Background: an optimization exercise with open tools, aiming at small area, a short achievable clock period and few clock cycles per item. Do not read the settings as production practice.
Only simulation tests tie the RTL to the original design; equivalence was not proved.
Power figures rest on the tool's default switching activity, not on a simulated workload.

==> inputs of run P <==
==> flow/design.v (excerpt) <==
module doc4_top (
    input  wire         clk,
    input  wire         rst,
    input  wire         in_valid,
    output wire         in_ready,
    input  wire [3:0]   op,
    input  wire [127:0] va,
    input  wire [7:0]   pa,
    input  wire [7:0]   ba,
    input  wire [7:0]   bb,
    output reg          out_valid,
    output reg  [127:0] vz,
    output reg  [7:0]   pz,
    output reg  [7:0]   bz,
    output reg  [7:0]   cz,
    output reg  [7:0]   st
);
Settings: LEC_CHECK=0, CAP_MARGIN=20, CORE_MARGIN=2, CORE_UTILIZATION=40, CTS_CLUSTER_DIAMETER=120, CTS_CLUSTER_SIZE=24, SLEW_MARGIN=20; clock period 22.0 ns.
standard.sh (not shown) runs the stock make flow with config.mk's settings and CLKGATE_MAP_FILE= SYNTH_SCRIPT=/design/flow/synth_recipe.tcl, a recipe that flattens the netlist after the stock synthesis.
==> flow/flow/run.sh <==
#!/bin/bash
# Standard layout with two changes to how it is made:
#  - ORFS's timing repair aims at a 5.6 ns period (setup margin 16.4 ns on
#    the 22 ns clock) rather than at the clock period;
#  - ports are buffered with sky130_fd_sc_hd__buf_1 (timing repair sizes
#    them up where needed) instead of the delay cell buffer_ports picks.
set -euo pipefail
bash standard.sh SETUP_SLACK_MARGIN=16.4 \
    "BUFFER_PORTS_ARGS=-buffer_cell sky130_fd_sc_hd__buf_1" finish > standard.log 2>&1
==> inputs of run Y, as changes to run P <==
--- a/flow/design.v
+++ b/flow/design.v
@@ -55,21 +55,20 @@
         end
     end
 endmodule
 module doc4_sort_order (
     input  wire [127:0] t,
     output reg  [7:0]   o
 );
-    wire g01, g02, g03, g12, g13, g23;
-    doc4_gt u_g01 (.a(t[31:0]),  .b(t[63:32]),  .gt(g01));
-    doc4_gt u_g02 (.a(t[31:0]),  .b(t[95:64]),  .gt(g02));
-    doc4_gt u_g03 (.a(t[31:0]),  .b(t[127:96]), .gt(g03));
-    doc4_gt u_g12 (.a(t[63:32]), .b(t[95:64]),  .gt(g12));
-    doc4_gt u_g13 (.a(t[63:32]), .b(t[127:96]), .gt(g13));
-    doc4_gt u_g23 (.a(t[95:64]), .b(t[127:96]), .gt(g23));
+    wire g01 = t[31:0]  > t[63:32];
+    wire g02 = t[31:0]  > t[95:64];
+    wire g03 = t[31:0]  > t[127:96];
+    wire g12 = t[63:32] > t[95:64];
+    wire g13 = t[63:32] > t[127:96];
+    wire g23 = t[95:64] > t[127:96];
     wire [1:0] r1 = {1'b0, ~g01} + {1'b0, g12} + {1'b0, g13};
     wire [1:0] r2 = {1'b0, ~g02} + {1'b0, ~g12} + {1'b0, g23};
     wire [1:0] r3 = {1'b0, ~g03} + {1'b0, ~g13} + {1'b0, ~g23};
     integer r;
     always @* begin
         o = 8'd0;
         for (r = 0; r < 4; r = r + 1)
@@ -114,55 +113,43 @@
             G = Gn;
             P = Pn;
         end
     end
     assign s    = p0 ^ {G[W-2:0], cin};
     assign cout = G[W-1];
 endmodule
-module doc4_gt (
-    input  wire [31:0] a,
-    input  wire [31:0] b,
-    output reg         gt
-);
-    integer i;
-    always @* begin
-        gt = 1'b0;
-        for (i = 0; i < 32; i = i + 1)
-            gt = (a[i] & ~b[i]) | (~(a[i] ^ b[i]) & gt);
-    end
-endmodule
 `timescale 1ns/1ps
 module doc4_stage1 (
     input  wire [3:0]   op,
-    input  wire         is_sum,    
     input  wire [127:0] va,
     input  wire [7:0]   pa,
     input  wire [4:0]   code,
-    input  wire [2:0]   k,         
+    input  wire [2:0]   ka,        
+    input  wire [2:0]   kb,        
     output wire [127:0] x,
     output reg  [7:0]   perm,
     output wire [6:0]   tk,
     output wire [3:0]   mode,      
-    output reg  [15:0]  sa,        
-    output reg  [11:0]  sb,        
     output wire         err,       
     output wire         wrap1      
 );
     localparam [3:0] OP_THR = 4'h0, OP_CLS = 4'h1, OP_SORT = 4'h2, OP_PAPPLY = 4'h3,
                      OP_PENC = 4'h4, OP_PDEC = 4'h5, OP_PINV = 4'h6, OP_DFWD = 4'h7,
                      OP_DINV = 4'h8, OP_HUNPK = 4'hA, OP_ENC = 4'hB, OP_DEC = 4'hC;
+    wire is_sum = (op == OP_DINV) | (op == OP_DEC);
     assign mode = {(op == OP_SORT) | (op == OP_PAPPLY) | (op == OP_DFWD) | (op == OP_ENC),
                    op == OP_THR, is_sum, (op == OP_DFWD) | (op == OP_ENC)};
     wire pa_ok;
     doc4_is_perm u_isperm (.p(pa), .ok(pa_ok));
     wire [7:0] pdec, pinv;
     wire       code_ok;
     doc4_perm_codec u_codec (.code(code), .p(pdec), .q(pinv), .valid(code_ok));
     wire [7:0] sorder;
     doc4_sort_order u_sort (.t(va), .o(sorder));
+    wire [2:0] k = ((op == OP_DEC) | (op == OP_HUNPK)) ? ka : kb;
     wire [6:0] tkk;
     genvar n;
     generate
         for (n = 0; n < 7; n = n + 1) begin : g_tkk
             assign tkk[n] = (k > n);
         end
     endgenerate
@@ -172,110 +159,110 @@
     doc4_class_therm u_ge2 (.n(va[95:64]),  .ge(ge2));
     doc4_class_therm u_ge3 (.n(va[127:96]), .ge(ge3));
     assign tk = (op == OP_ENC) ? (ge0 & ge1 & ge2 & ge3) :
                 ((op == OP_CLS) | (op == OP_DFWD)) ? ge0 : tkk;
     wire [31:0] thr;
     generate
         for (n = 0; n < 32; n = n + 1) begin : g_thr
-            if (n < 28) assign thr[n] = tkk[n / 4] & is_sum;
+            if (n < 28) assign thr[n] = tkk[n / 4];
             else        assign thr[n] = 1'b0;
         end
     endgenerate
-    wire [31:0] m0 = va[31:0]  & {32{is_sum}};
-    wire [31:0] m2 = va[95:64] & {32{is_sum}};
     wire [33:0] a_s, a_c;
-    doc4_csa u_csa (.a({2'd0, m0}), .b({2'd0, va[63:32]}), .c({2'd0, thr}),
+    doc4_csa u_csa (.a({2'd0, va[31:0]}), .b({2'd0, va[63:32]}), .c({2'd0, thr}),
                     .s(a_s), .cy(a_c));
     wire [33:0] h;
     wire        h_co;
     doc4_add #(.W(34)) u_add_h (.a(a_s), .b(a_c), .cin(1'b0), .s(h), .cout(h_co));
     wire [31:0] g;
     wire        g_co;
-    doc4_add #(.W(32)) u_add_g (.a(m2), .b(va[127:96]), .cin(1'b0), .s(g), .cout(g_co));
+    doc4_add #(.W(32)) u_add_g (.a(va[95:64]), .b(va[127:96]), .cin(1'b0), .s(g), .cout(g_co));
     assign wrap1 = h[33] | h[32] | g_co;
-    assign x = {g, va[95:64], h[31:0], va[31:0]};
+    assign x = {is_sum ? g : va[127:96], va[95:64], is_sum ? h[31:0] : va[63:32], va[31:0]};
     always @* begin
         case (op)
             OP_SORT, OP_ENC:           perm = sorder;
             OP_PAPPLY, OP_PENC:        perm = pa;
             OP_PINV, OP_DEC:           perm = pinv;
             OP_PDEC:                   perm = pdec;
             default:                   perm = 8'hE4;
         endcase
     end
     assign err = ((op == OP_PAPPLY) | (op == OP_PENC)) ? ~pa_ok : ~code_ok;
-    integer i, j;
-    always @* begin
-        for (i = 0; i < 4; i = i + 1) begin
-            for (j = 0; j < 4; j = j + 1)
-                sa[4*i+j] = (mode[3] && perm[2*i +: 2] == j) ||
-                            (is_sum && (j == 0 ? perm[2*i +: 2] == 0 : j == 1 && perm[2*i +: 2] != 0));
-            sb[3*i+0] = (is_sum && perm[2*i +: 2] == 0) || (mode[2] && i == 0);
-            sb[3*i+1] = is_sum && perm[2*i +: 2] == 2;
-            sb[3*i+2] = is_sum && perm[2*i +: 2] == 3;
-        end
-    end
 endmodule
 module doc4_stage2 (
     input  wire [3:0]   op,
     input  wire [127:0] x,
     input  wire [7:0]   perm,
     input  wire [4:0]   code,
     input  wire [6:0]   tk,
     input  wire [3:0]   mode,
-    input  wire [15:0]  sa,
-    input  wire [11:0]  sb,
     input  wire         err,
     input  wire         wrap1,
     output wire [127:0] vz,
     output reg  [7:0]   pz,
     output reg  [7:0]   bz,
     output reg  [7:0]   cz,
     output reg  [7:0]   st
 );
     localparam [3:0] OP_THR = 4'h0, OP_CLS = 4'h1, OP_SORT = 4'h2, OP_PAPPLY = 4'h3,
                      OP_PENC = 4'h4, OP_PDEC = 4'h5, OP_PINV = 4'h6, OP_DFWD = 4'h7,
                      OP_DINV = 4'h8, OP_HPACK = 4'h9, OP_HUNPK = 4'hA, OP_ENC = 4'hB,
                      OP_DEC = 4'hC;
     wire sub    = mode[0];
+    wire is_sum = mode[1];
+    wire is_thr = mode[2];
+    wire en_all = mode[3];
     wire [2:0] k = {tk[3], tk[5] | (tk[1] & ~tk[3]),
                     tk[6] | (tk[4] & ~tk[5]) | (tk[2] & ~tk[3]) | (tk[0] & ~tk[1])};
     wire [31:0] thr;
     genvar n;
     generate
         for (n = 0; n < 32; n = n + 1) begin : g_thr
             if (n < 28) assign thr[n] = tk[n / 4];
             else        assign thr[n] = 1'b0;
         end
     endgenerate
+    reg [3:0] sa [0:3];    
+    reg [3:0] sb [0:3];    
     integer i, j;
+    always @* begin
+        for (i = 0; i < 4; i = i + 1) begin
+            for (j = 0; j < 4; j = j + 1) begin
+                sa[i][j] = (en_all && perm[2*i +: 2] == j) ||
+                           (is_sum && (j == 0 ? perm[2*i +: 2] == 0 : j == 1 && perm[2*i +: 2] != 0));
+                sb[i][j] = (is_sum && perm[2*i +: 2] == j && j != 1) ||
+                           (is_thr && i == 0 && j == 0);
+            end
+        end
+    end
     reg [127:0] a, b;
     always @* begin
         a = 128'd0;
         b = 128'd0;
         for (i = 0; i < 4; i = i + 1) begin
             for (j = 0; j < 4; j = j + 1)
-                if (sa[4*i+j]) a[32*i +: 32] = a[32*i +: 32] | x[32*j +: 32];
-            if (sb[3*i+0]) b[32*i +: 32] = b[32*i +: 32] | thr;
-            if (sb[3*i+1]) b[32*i +: 32] = b[32*i +: 32] | x[95:64];
-            if (sb[3*i+2]) b[32*i +: 32] = b[32*i +: 32] | x[127:96];
+                if (sa[i][j]) a[32*i +: 32] = a[32*i +: 32] | x[32*j +: 32];
+            if (sb[i][0]) b[32*i +: 32] = b[32*i +: 32] | thr;
+            if (sb[i][2]) b[32*i +: 32] = b[32*i +: 32] | x[95:64];
+            if (sb[i][3]) b[32*i +: 32] = b[32*i +: 32] | x[127:96];
             if (sub) b[32*i +: 32] = b[32*i +: 32] | ((i == 0) ? ~thr : ~a[32*(i-1) +: 32]);
         end
     end
     wire [3:0] co;
     genvar l;
     generate
         for (l = 0; l < 4; l = l + 1) begin : g_lane
             doc4_add #(.W(32)) u_add (.a(a[32*l +: 32]), .b(b[32*l +: 32]), .cin(sub),
                                       .s(vz[32*l +: 32]), .cout(co[l]));
         end
     endgenerate
     wire dwrap = ~co[1] | ~co[2] | ~co[3];
-    wire swrap = wrap1 | (co[0] & sb[2]) | (co[1] & sb[5]) |
-                         (co[2] & sb[8]) | (co[3] & sb[11]);
+    wire swrap = wrap1 | (co[0] & sb[0][3]) | (co[1] & sb[1][3]) |
+                         (co[2] & sb[2][3]) | (co[3] & sb[3][3]);
     wire e32 = (a[127:96] == a[95:64]);
     wire e21 = (a[95:64] == a[63:32]);
     reg [7:0] sperm;
     always @* begin
         if (!e32)      sperm = perm;
         else if (!e21) sperm = {perm[5:4], perm[7:6], perm[3:0]};
         else           sperm = {perm[3:2], perm[7:6], perm[5:4], perm[1:0]};
@@ -325,68 +312,59 @@
     output reg  [7:0]   bz,
     output reg  [7:0]   cz,
     output reg  [7:0]   st
 );
     assign in_ready = 1'b1;
     reg         r_valid;
     reg [3:0]   r_op;
-    reg         r_sum;       
     reg [127:0] r_va;
-    reg [7:0]   r_pa;
-    reg [4:0]   r_code;
-    reg [2:0]   r_k;
+    reg [7:0]   r_pa, r_ba;
+    reg [2:0]   r_bb;
     always @(posedge clk) begin
         if (rst) r_valid <= 1'b0;
         else     r_valid <= in_valid;
         r_op <= op;
-        r_sum <= (op == 4'h8) | (op == 4'hC);
         r_va <= va;
         r_pa <= pa;
-        r_code <= ba[4:0];
-        r_k <= (op == 4'hC || op == 4'hA) ? ba[7:5] : bb[2:0];
+        r_ba <= ba;
+        r_bb <= bb[2:0];
     end
     wire [127:0] s1_x;
     wire [7:0]   s1_perm;
     wire [6:0]   s1_tk;
     wire [3:0]   s1_mode;
-    wire [15:0]  s1_sa;
-    wire [11:0]  s1_sb;
     wire         s1_err, s1_wrap;
     doc4_stage1 u_s1 (
-        .op(r_op), .is_sum(r_sum), .va(r_va), .pa(r_pa), .code(r_code), .k(r_k),
-        .x(s1_x), .perm(s1_perm), .tk(s1_tk), .mode(s1_mode), .sa(s1_sa), .sb(s1_sb), .err(s1_err), .wrap1(s1_wrap)
+        .op(r_op), .va(r_va), .pa(r_pa), .code(r_ba[4:0]), .ka(r_ba[7:5]), .kb(r_bb),
+        .x(s1_x), .perm(s1_perm), .tk(s1_tk), .mode(s1_mode), .err(s1_err), .wrap1(s1_wrap)
     );
     reg         m_valid;
     reg [3:0]   m_op;
     reg [127:0] m_x;
     reg [7:0]   m_perm;
     reg [4:0]   m_code;
     reg [6:0]   m_tk;
     reg [3:0]   m_mode;
-    reg [15:0]  m_sa;
-    reg [11:0]  m_sb;
     reg         m_err, m_wrap;
     always @(posedge clk) begin
         if (rst) m_valid <= 1'b0;
         else     m_valid <= r_valid;
         m_op   <= r_op;
         m_x    <= s1_x;
         m_perm <= s1_perm;
-        m_code <= r_code;
+        m_code <= r_ba[4:0];
         m_tk   <= s1_tk;
         m_mode <= s1_mode;
-        m_sa   <= s1_sa;
-        m_sb   <= s1_sb;
         m_err  <= s1_err;
         m_wrap <= s1_wrap;
     end
     wire [127:0] f_vz;
     wire [7:0]   f_pz, f_bz, f_cz, f_st;
     doc4_stage2 u_s2 (
-        .op(m_op), .x(m_x), .perm(m_perm), .code(m_code), .tk(m_tk), .mode(m_mode), .sa(m_sa), .sb(m_sb),
+        .op(m_op), .x(m_x), .perm(m_perm), .code(m_code), .tk(m_tk), .mode(m_mode),
         .err(m_err), .wrap1(m_wrap),
         .vz(f_vz), .pz(f_pz), .bz(f_bz), .cz(f_cz), .st(f_st)
     );
     always @(posedge clk) begin
         if (rst) out_valid <= 1'b0;
         else     out_valid <= m_valid;
         vz <= f_vz;
==> flow/flow/run.sh (replaced) <==
#!/bin/bash
# Standard layout with two changes to how it is made:
#  - ORFS's timing repair aims at a 5.4 ns period (setup margin 16.6 ns on
#    the 22 ns clock) rather than at the clock period;
#  - ports are buffered with sky130_fd_sc_hd__buf_1 (timing repair sizes
#    them up where needed) instead of the delay cell buffer_ports picks.
set -euo pipefail
bash standard.sh SETUP_SLACK_MARGIN=16.6 \
    "BUFFER_PORTS_ARGS=-buffer_cell sky130_fd_sc_hd__buf_1" finish > standard.log 2>&1
CTS_CLUSTER_DIAMETER = default   (was 120)
CTS_CLUSTER_SIZE = default   (was 24)
==> summary.txt <==
Run status
  • Status: no timing/DRC/antenna violations

Synth
  • Complex-gate fraction of the synthesized area: 0.2465
  • Yosys warns: 8

Pwr
  • Sw power: 0.9201 mW
  • Seq pwr: 1.13 mW

Timing
  • Clk_skew: 0.02805 ns

Route
  • Violation count after the first detailed-routing iteration: 3,318

Place
  • Routability cong.: 0.9659

Clock network
  • Clock sink count: 486

Layout
  • Multi-input combinational cell area: 19,410 um2
(the above is from run P)
==> summary.txt <==
Clock network
  • Clock sink count: 463

Layout
  • Multi-input combinational cell area: 22,910 um2

Place
  • Routability cong.: 1.028

Synth
  • Yosys warns: 9
  • Complex-gate fraction of the synthesized area: 0.2847

Run status
  • Status: no timing/DRC/antenna violations
(the above is from run Y)
Testbench counts of run P, summed over its fixed seeds: cycles 24,016, items 24,000.
Testbench counts of run Y, summed over its fixed seeds: cycles 24,016, items 24,000.

-- what the ideal ports hide --
Ports are ideal in the flow. The routed layouts listed here were re-timed in OpenROAD.
Step 1 (the two cells are an assumption about what drives the block):
set clk [get_ports {clk}]
set_driving_cell -lib_cell sky130_fd_sc_hd__clkbuf_16 $clk
set_driving_cell -lib_cell sky130_fd_sc_hd__buf_2 [delete_from_list [all_inputs] $clk]
Step 2 moves the port delays by t, midway between the first and last clock arrival at a register: inputs arrive t later, outputs are due t later. That takes back most of the time a late clock gives input paths.
Slacks: ideal ports / drivers / drivers and shift; pairs: ideal ports / drivers.
run | t (ns) | setup slack, ns | clock arrival spread, ns
run P | 0.679 | 16.476 / 16.407 / 16.408 | 0.033 / 0.033
run Y | 0.673 | 16.535 / 16.472 / 16.661 | 0.025 / 0.026
After both steps every run listed still meets setup and hold. For run P, which loses most, drivers alone change the setup slack by -0.069 ns; drivers and shift together by -0.068 ns.
